Background: an optimization exercise with open tools, aiming at small area. Do not read the settings as production practice.
In this exercise RTL edits were held to simulation tests only and were not proved equivalent to the original.
No activity file was given, so power comes from the tool's default toggle rates.

### flow/config.mk
export PLATFORM = sky130hd
export DESIGN_NAME = simi_core
export DESIGN_NICKNAME = simi_core
export VERILOG_FILES = /design/flow/design.v
export SDC_FILE = /design/flow/constraint.sdc
export NUM_CORES = 4
export LEC_CHECK = 0
export CAP_MARGIN = 20
export CORE_MARGIN = 2
export CORE_UTILIZATION = 40
export SLEW_MARGIN = 20
### flow/constraint.sdc
create_clock -name core_clock -period 9.0 [get_ports {clk}]
set_input_delay 1.8000 -clock core_clock [delete_from_list [all_inputs] [get_ports {clk}]]
set_output_delay 1.8000 -clock core_clock [all_outputs]
set_load 0.01 [all_outputs]
### flow/design.v
module simi_core #(
    parameter W  = 16,    
    parameter LW = 16     
) (
    input  wire            clk,
    input  wire            rst,           
    input  wire            host_we,
    input  wire            host_wsel,     
    input  wire [6:0]      host_waddr,
    input  wire [W-1:0]    host_wdata,
    input  wire            host_rsel,     
    input  wire [6:0]      host_raddr,
    output wire [W-1:0]    host_rdata,
    input  wire            start,         
    output wire            busy,
    output wire            done,
    output wire            fatal,
    output wire            fatal_kind,    
    output wire [1:0]      fatal_field,   
    output wire [LW-1:0]   fatal_label,
    output wire [W-1:0]    fatal_value,
    output wire [6:0]      imem_addr,
    input  wire [2:0]      imem_op,
    input  wire [5:0]      imem_rd,
    input  wire [5:0]      imem_rs,
    input  wire [5:0]      imem_rt,
    input  wire [W-1:0]    imem_off,
    output wire            trace_valid,
    output wire            trace_stall,
    output wire [7:0]      ev_occ,
    output wire [8*LW-1:0] ev_label
);
    localparam [2:0] OP_LOAD  = 3'd0,
                     OP_STORE = 3'd1,
                     OP_BNEZ  = 3'd2,
                     OP_ADD   = 3'd3,
                     OP_ADDI  = 3'd4,
                     OP_SUB   = 3'd5,
                     OP_SUBI  = 3'd6,
                     OP_NOP   = 3'd7;
    integer i;
    genvar g;
    reg          running, done_r, fatal_r;
    reg          fatal_kind_r;
    reg [1:0]    fatal_field_r;
    reg [7:0]    cursor;          
    reg [LW-1:0] issue;
    reg          cur_stall;
    reg [31:0]   reserved;
    reg          v1, v2;
    reg [2:0]    op1, op2;
    reg [5:0]    rd1, rd2, rs1, rs2, rt1, rt2;
    reg [W-1:0]  off1, off2;
    reg          v3;
    reg [2:0]    op3;
    reg [4:0]    rd3;
    reg [W-1:0]  a3;              
    reg [W-1:0]  b3;              
    reg [W-1:0]  s3;              
    reg          v4, v5;
    reg          ld4, ld5, st4, st5;    
    reg          wa4, wa5;              
    reg [4:0]    rd4, rd5;
    reg [W-1:0]  val4, val5;
    reg [W-1:0]  s4, s5;
    reg          v6, v7;
    reg          e4;
    reg [1:0]    e5, e6;
    reg [2:0]    e7;
    reg [W-1:0] mem  [0:127];
    reg [W-1:0] regs [0:31];
    wire cycle_go = running && !cursor[7];    
    wire [W-1:0] ea       = val5;
    wire         ea_bad   = (ea[2:0] != 3'd0) || (ea[W-1:10] != {(W-10){1'b0}});
    wire         m2_fatal = (ld5 || st5) && ea_bad;
    wire         ld_we    = ld5 && !ea_bad;
    wire         st_we    = st5 && !ea_bad;
    wire [6:0]   m_raddr  = running ? ea[9:3] : host_raddr;
    reg  [W-1:0] m_rdata;
    always @(*) begin
        m_rdata = {W{1'b0}};
        for (i = 0; i < 128; i = i + 1)
            m_rdata = m_rdata | (mem[i] & {W{m_raddr == i}});
    end
    wire [W-1:0] ld_data = m_rdata;
    wire         ex_alu   = v3 && (op3 == OP_ADD || op3 == OP_ADDI || op3 == OP_SUB || op3 == OP_SUBI);
    wire         ex_sub   = (op3 == OP_SUB || op3 == OP_SUBI);
    wire [W-1:0] alu_res  = a3 + (b3 ^ {W{ex_sub}}) + {{(W-1){1'b0}}, ex_sub};
    wire         br_taken = v3 && op3 == OP_BNEZ && (a3 != {W{1'b0}});
    wire [6:0]   br_target = b3[6:0];
    wire id_rd_used = (op2 == OP_LOAD || op2 == OP_ADD || op2 == OP_ADDI ||
                       op2 == OP_SUB  || op2 == OP_SUBI);
    wire id_rt_used = (op2 == OP_STORE || op2 == OP_ADD || op2 == OP_SUB);
    wire id_rr      = (op2 == OP_ADD || op2 == OP_SUB);
    wire bad_rd = id_rd_used && rd2[5];
    wire bad_rs = rs2[5];
    wire bad_rt = id_rt_used && rt2[5];
    wire id_fatal = v2 && (bad_rd || bad_rs || bad_rt);
    wire fatal_now = m2_fatal || id_fatal;
    wire step      = cycle_go && !fatal_now;    
    reg [31:0] rsv_view;
    always @(*) begin
        rsv_view = reserved;
        if (ld_we)
            rsv_view[rd5] = 1'b0;
        if (v2 && op2 == OP_LOAD)
            rsv_view[rd2[4:0]] = 1'b1;
    end
    wire H = rsv_view[rs2[4:0]] || (id_rt_used && rsv_view[rt2[4:0]]);
    wire P = v2 && H;                          
    wire host_rw = !running && host_we && !host_wsel;
    wire wb_ld   = step && ld_we;              
    wire wb_alu  = wa5 && !host_rw;            
    wire         r_we    = host_rw || wb_ld || wb_alu;
    wire [4:0]   r_waddr = host_rw ? host_waddr[4:0] : rd5;
    wire [W-1:0] r_wdata = host_rw ? host_wdata : (wb_ld ? ld_data : val5);
    wire f3 = running && ex_alu;
    function [W-1:0] fwd(input [4:0] idx, input [W-1:0] raw);
        begin
            if (f3 && rd3 == idx)
                fwd = alu_res;
            else if (wb_ld && rd5 == idx)
                fwd = ld_data;
            else if (wa4 && rd4 == idx)
                fwd = val4;
            else if (wa5 && rd5 == idx)
                fwd = val5;
            else
                fwd = raw;
        end
    endfunction
    wire [4:0] pa_idx = running ? rs2[4:0] : host_raddr[4:0];
    wire [4:0] pb_idx = rt2[4:0];
    reg  [W-1:0] pa_raw, pb_raw;
    always @(*) begin
        pa_raw = {W{1'b0}};
        pb_raw = {W{1'b0}};
        for (i = 0; i < 32; i = i + 1) begin
            pa_raw = pa_raw | (regs[i] & {W{pa_idx == i}});
            pb_raw = pb_raw | (regs[i] & {W{pb_idx == i}});
        end
    end
    wire [W-1:0] pa_val = fwd(pa_idx, pa_raw);
    wire [W-1:0] pb_val = fwd(pb_idx, pb_raw);
    wire f_valid = (imem_op != OP_NOP);
    wire n_v1 = P ? v1 : f_valid;
    wire n_v2 = P ? v2 : v1;
    wire n_v3 = v2 && !H;
    wire all_empty = !(f_valid || (n_v1 && !br_taken) || (n_v2 && !br_taken) ||
                       (n_v3 && !br_taken) || v3 || v4 || v5 || v6);
    wire launch = !running && start;
    always @(posedge clk) begin
        if (rst) begin
            running <= 1'b0;
            done_r  <= 1'b0;
            fatal_r <= 1'b0;
        end else if (!running) begin
            if (start) begin
                running <= 1'b1;
                done_r  <= 1'b0;
                fatal_r <= 1'b0;
            end
        end else if (!cycle_go) begin
            running <= 1'b0;                 
            done_r  <= 1'b1;
        end else if (fatal_now) begin
            running <= 1'b0;
            fatal_r <= 1'b1;
        end else if (all_empty) begin
            running <= 1'b0;                 
            done_r  <= 1'b1;
        end
    end
    always @(posedge clk) begin
        if (cycle_go && fatal_now) begin
            fatal_kind_r <= m2_fatal;
            if (m2_fatal)
                fatal_field_r <= 2'd3;
            else if (bad_rd)
                fatal_field_r <= 2'd0;
            else if (bad_rs)
                fatal_field_r <= 2'd1;
            else
                fatal_field_r <= 2'd2;
        end
    end
    always @(posedge clk) begin
        if (launch) begin
            cursor    <= 8'd0;
            issue     <= {{(LW-1){1'b0}}, 1'b1};
            cur_stall <= 1'b0;
            reserved  <= 32'd0;
            v1 <= 1'b0; v2 <= 1'b0; v3 <= 1'b0;
            v4 <= 1'b0; v5 <= 1'b0; v6 <= 1'b0; v7 <= 1'b0;
        end else if (step) begin
            v7 <= v6;
            v6 <= v5;
            v5 <= v4;
            v4 <= v3;
            v3 <= n_v3 && !br_taken;
            reserved <= rsv_view;
            e7 <= e6 + {2'b00, !P};
            e6 <= e5 + {1'b0, !P};
            e5 <= {1'b0, e4} + {1'b0, !P};
            e4 <= !P;
            if (!P) begin
                v2 <= v1 && !br_taken;
                v1 <= f_valid && !br_taken;
                issue <= issue + 1'b1;
            end else if (br_taken) begin
                v1 <= 1'b0;
                v2 <= 1'b0;
            end
            if (br_taken)
                cursor <= {1'b0, br_target};
            else if (!P)
                cursor <= cursor + 1'b1;
            cur_stall <= P;
        end
    end
    always @(posedge clk) begin
        if (step && !P) begin
            op2 <= op1; rd2 <= rd1; rs2 <= rs1; rt2 <= rt1; off2 <= off1;
            op1 <= imem_op; rd1 <= imem_rd; rs1 <= imem_rs; rt1 <= imem_rt; off1 <= imem_off;
        end
    end
    always @(posedge clk) begin
        op3 <= op2;
        rd3 <= rd2[4:0];
        a3  <= pa_val;
        b3  <= id_rr ? pb_val : off2;
        s3  <= pb_val;
        ld4  <= step && v3 && op3 == OP_LOAD;
        st4  <= step && v3 && op3 == OP_STORE;
        wa4  <= step && ex_alu;
        rd4  <= rd3;
        val4 <= alu_res;
        s4   <= s3;
    end
    wire en5 = running && !(cycle_go && fatal_now);
    always @(posedge clk) begin
        if (rst) begin
            wa5 <= 1'b0;
            ld5 <= 1'b0;
            st5 <= 1'b0;
        end else if (en5) begin
            ld5  <= ld4;
            st5  <= st4;
            wa5  <= wa4 && !(wb_ld && rd5 == rd4);
            rd5  <= rd4;
            val5 <= val4;
            s5   <= s4;
        end else begin
            if (launch) begin
                ld5 <= 1'b0;
                st5 <= 1'b0;
            end
            wa5 <= wa5 && host_rw && host_waddr[4:0] != rd5;
        end
    end
    generate
        for (g = 0; g < 32; g = g + 1) begin : g_regs
            always @(posedge clk)
                if (r_we && r_waddr == g)
                    regs[g] <= r_wdata;
        end
    endgenerate
    wire         m_we    = running ? (step && st_we) : (host_we && host_wsel);
    wire [6:0]   m_waddr = running ? ea[9:3] : host_waddr;
    wire [W-1:0] m_wdata = running ? s5 : host_wdata;
    generate
        for (g = 0; g < 128; g = g + 1) begin : g_mem
            always @(posedge clk)
                if (m_we && m_waddr == g)
                    mem[g] <= m_wdata;
        end
    endgenerate
    wire [LW-1:0] lab1 = issue - 16'd1;
    wire [LW-1:0] lab2 = issue - 16'd2;
    wire [LW-1:0] lab3 = issue - 16'd3;
    wire [LW-1:0] lab4 = issue - 16'd3 - {15'd0, e4};
    wire [LW-1:0] lab5 = issue - 16'd3 - {14'd0, e5};
    wire [LW-1:0] lab6 = issue - 16'd3 - {14'd0, e6};
    wire [LW-1:0] lab7 = issue - 16'd3 - {13'd0, e7};
    assign host_rdata  = host_rsel ? m_rdata : pa_val;
    assign busy        = running;
    assign done        = done_r;
    assign fatal       = fatal_r;
    assign fatal_kind  = fatal_kind_r;
    assign fatal_field = fatal_field_r;
    assign fatal_label = fatal_kind_r ? lab5 : lab2;
    assign fatal_value = fatal_kind_r ? val5 :
                         {{(W-6){1'b0}}, (fatal_field_r == 2'd0) ? rd2 :
                                         (fatal_field_r == 2'd1) ? rs2 : rt2};
    assign imem_addr   = cursor[6:0];
    assign trace_valid = step;
    assign trace_stall = cur_stall;
    assign ev_occ      = {v7, v6, v5, v4, v3, v2, v1, f_valid};
    assign ev_label    = {lab7, lab6, lab5, lab4, lab3, lab2, lab1, issue};
endmodule
### flow/run.sh
#!/bin/bash
# synth_recipe.tcl (not shown) runs the flow's synth.tcl, then flattens the netlist and writes it again
# the make line also repeats each setting of config.mk as NAME=value (left out here)
make -C /OpenROAD-flow-scripts/flow DESIGN_CONFIG=/design/flow/config.mk WORK_HOME=/design/flow/orfs CLKGATE_MAP_FILE= SYNTH_SCRIPT=/design/flow/synth_recipe.tcl finish
==> notes.md <==
## worst register-to-register path, cell delays in order (launching register included)
cell and delay, ns:
edfxtp_1 0.74, or4_1 0.74, o22ai_1 0.53, nand3_1 0.19
buf_4 0.33, nor2_1 0.24, and3_1 0.31, a31o_2 0.23
and2_1 0.20, nand2_1 0.73, nor2_2 1.30, buf_4 0.53
## Yosys cell counts, types with 14 or more instances
cell type | n | share of area (%)
nand2b_1 | 25 | 0.14
nor3b_1 | 17 | 0.11
inv_1 | 71 | 0.24
buf_2 | 52 | 0.23
or4_1 | 23 | 0.15
mux2_2 | 56 | 0.56
and3_1 | 34 | 0.19
a221oi_1 | 193 | 1.5
o21ai_0 | 100 | 0.44
and2_1 | 29 | 0.16
nand4_1 | 211 | 1.2
a21oi_1 | 103 | 0.46
nand3_1 | 169 | 0.75
nor2_1 | 428 | 1.4
a31o_2 | 17 | 0.13
a222oi_1 | 57 | 0.50
edfxtp_1 | 2682 | 71
a22oi_1 | 1064 | 7.1
nand3b_1 | 14 | 0.093
xor2_1 | 45 | 0.35
dfxtp_1 | 166 | 2.9
nand2_1 | 441 | 1.5
xnor2_1 | 132 | 1.0
or3_1 | 14 | 0.077
o31ai_1 | 15 | 0.10
a22o_1 | 185 | 1.4
a21o_1 | 28 | 0.19
and4_1 | 24 | 0.19
a211oi_1 | 37 | 0.25
buf_1 | 21 | 0.070
a2111oi_0 | 14 | 0.11
ha_1 | 40 | 0.44
clkbuf_1 | 302 | 1.0
buf_4 | 25 | 0.17
nor3_1 | 190 | 0.84
nor2b_1 | 15 | 0.083
mux2i_1 | 43 | 0.38
o21ai_1 | 14 | 0.062
nor4_1 | 88 | 0.49
a31oi_1 | 29 | 0.16
## metrics by stage
| stage | setup slack [ns] | utilization (%) |
|---|---|---|
| 6_report | -0.268 | 49.6 |
| 5_1_grt | -0.000252 | 49.6 |
| 4_1_cts | 0.0170 | 49.5 |
| 3_5_place_dp | -0.433 | 46.0 |
| 3_3_place_gp | -0.708 | 45.9 |
| 2_1_floorplan | 2.60 | - |
## cell families after synthesis
kind of cell / synth area share (%)
muxes: 0.959
adders and majority gates: 0.514
DFF: 74.2
xor gates and xnor gates: 1.39
buffers and inverters: 1.77
AOI/OAI and AO/OA: 13.3
and+or+nand+nor: 7.86
## power groups by stage
stage	clock, mW	combinational [mW]	sequential, mW
5_1_grt	13.3	9.52	15.9
2_1_floorplan	0	4.02	15.9
6_report	12.9	9.42	15.8
3_3_place_gp	0	8.94	16.1
3_5_place_dp	0	8.95	16.1
4_1_cts	12.8	9.01	15.8
## final timing paths
check                                        start                    to  slack (ns)  depth (start not counted)
worst max-delay path                 host_raddr[3]        host_rdata[15]       -0.27                         15
worst min-delay path                s3[10]$_DFF_P_        s4[10]$_DFF_P_        0.33                          0
worst max register to register  val5[12]$_DFFE_PP_  mem[46][0]$_DFFE_PP_        2.56                         11
worst min register to register      s3[10]$_DFF_P_        s4[10]$_DFF_P_        0.33                          0
## flip-flops by register name (all words and copies together) (netlist names), 8 cells and up
name      count
off1         16
issue        16
val5         16
s3           16
off2         16
s5           16
reserved     32
b3           16
mem        2048
a3           16
cursor        8
s4           16
val4         16
regs        512
## layout make-up
class                   instances  area [sq um]
diodes                         58           145
clock buffers                 380          8180
clock inverters               175          1740
fillers                     23800        142000
inverters                      76           287
multi-input cells            4075         29400
flip-flops and latches       2848         83900
well taps                    3743          4680
repair buffers               1179         11400
## layer usage
layer | GRT usage, % | wire, um | vias up
met1 | 57.6 | 231000 | 47000
met3 | 23.8 | 124000 | 2161
met4 | 25.2 | 47600 | 62
li1 | - | - | 32600
met5 | 0.583 | 616 | -
met2 | 59.2 | 255000 | 10500
## timing repair
action,in CTS,in global routing
endpoints found under the setup margin,8,10
endpoints found under the hold margin,0,0
resized for setup,16,10
pin swaps,2,4
==> impl_metrics.yaml <==
outcome:
  checkFailReasons: "negative setup slack"
  status: "finished with violations"
sta:
  period_needed_ns: 9.27
  setup_ws_ns: -0.268
  fin_tns_setup_ns: -2.24
  finalSetupViolations: 14
  maxSlewViolCount: 0
  slew_headroom_pct: 11.1
  holdWs_ns: 0.325
  period_share_pct: 103
  fin_worst_skew_ns: 0.0871
  tightest_slew_ns: 1.33
  max_freq_mhz: 108
  hold_viol_final: 0
grt:
  grt_pass1_vias: 80900
  grt_max_degree: 87
  grt_usage_pct: 44.7
  antenna_found_initial: 97
  grt_pass1_wl_um: 831000
  overflow: 0
logic_synthesis:
  synth.ff_latch_count: 2848
  synth_fp_nets: 7521
  ys_warn_count: 3
  synthArstFlopShare_pct: 0
  ys.flop_type: "edfxtp_1"
  synth-edff-count: 2682
  synth_cell_type_count: 97
  ys_seq_area_share_pct: 74.2
  syn_inst: 7404
  syn_avg_cell_area_sq_um: 15.3
  netlist_area_sq_um: 113000
power_and_ir_drop:
  leakagePower_nw: 45.6
  p_switching_mw: 12.4
  sw_frac_of_total_pct: 32.5
  vdd_drop_max_uv: 183
  power.density_nw_per_um2: 273
  seqPwrFrac_pct: 41.5
  internal_power_mw: 25.7
  clkPwrFrac_pct: 33.7
  power_mw: 38.1
  combPwrFrac_pct: 24.7
final_layout:
  drive_gt1_share_pct: 21.5
  layout_common_cells: "edfxtp_1 (2682), a22oi_1 (1060), buf_4 (755)"
  areaGrowthSynthToFinish_pct: 23.6
  final_area_sq_um: 140000
  final_common_cell: "edfxtp_1"
  final_net_count: 8607
  stdcell_count: 12500
placement:
  dp_cells: 11900
  place.gp.congestion: 1.09
  place_area_sq_um: 129000
  post-dp-hpwl_um: 439000
  port_buffers: 271
floorplanning:
  start_util_pct: 40.1
  core_sq_um: 282000
  fp.dieH_um: 536
  num_rows: 195
  ios: 272
  die_area_sq_um: 287000
  die_w_um: 536
critical_path:
  crit_fanout: 33
  endpoint_kind: "output pin"
  cp.arrival_ns: 7.47
  crit_chain: "clkdlybuf4s50_1, or3b_2, and2_2, buf_12, nor3_4, buf_4, a221oi_1, nand4_1, or4_1, buf_4, nor4_2, buf_4, a222oi_1, buf_4, clkdlybuf4s50_1"
  cpMostUsedCell: "buf_4"
  criticalPathCategory: "input port to output pin"
  critPathTopFamily: "buffers and inverters"
  critPathMaxStageDelay_ns: 0.94
  cp-start-kind: "input port"
  crit_buf_inv: 7
  cp_slowest_cell: "a221oi_1"
  cp.required_ns: 7.20
route:
  routed_wl_um: 659000
  postRouteAntennaNets: 0
  viasPerCell: 7.36
  drtPass1Iterations: 9
  avgRoutedWirePerCell_um: 52.5
  drtIter0Drc: 21300
  num_vias: 92300
  drc: 0
cts:
  root_buffer: "clkbuf_16"
  postCtsSetupBuffers: 0
  htreeDepth: 5
  cts_sinks: 2848
  worstSkewPairLatency_ns: 0.95
  cts_tree: "done"
  postCtsHoldBufs: 0
  clk_pin_slew_ns: 0.06
  cts_inserted_buffers: 310
  cts.path.max_buffers: 4
min_path:
  min-delay-path-class: "flop to flop"
job:
  max_cap_viol_count: 0

re-timing with driven ports:
How much do the figures lean on ideal ports? The routed layout below was timed once more, with nothing changed but the port constraints. Step 1 sets driving cells, clkbuf_16 on the clock port and buf_2 on the other inputs (assumed; they add their load-dependent delay and slew). Step 2 moves the port delays by t, midway between the first and last clock arrival at a register: inputs arrive t later, outputs are due t later. That takes back most of the time a late clock gives input paths. a / b / c = ideal ports / drivers / drivers and shift; a / b = the first two.
t (ns): 1.002
setup slack, ns: -0.268 / -0.294 / -0.294
hold WS [ns]: 0.325 / 0.325 / 0.325
worst register clock-pin slew, ns: 0.07 / 0.07
For this run, drivers alone change the setup slack by -0.026 ns; drivers and shift together by -0.026 ns.
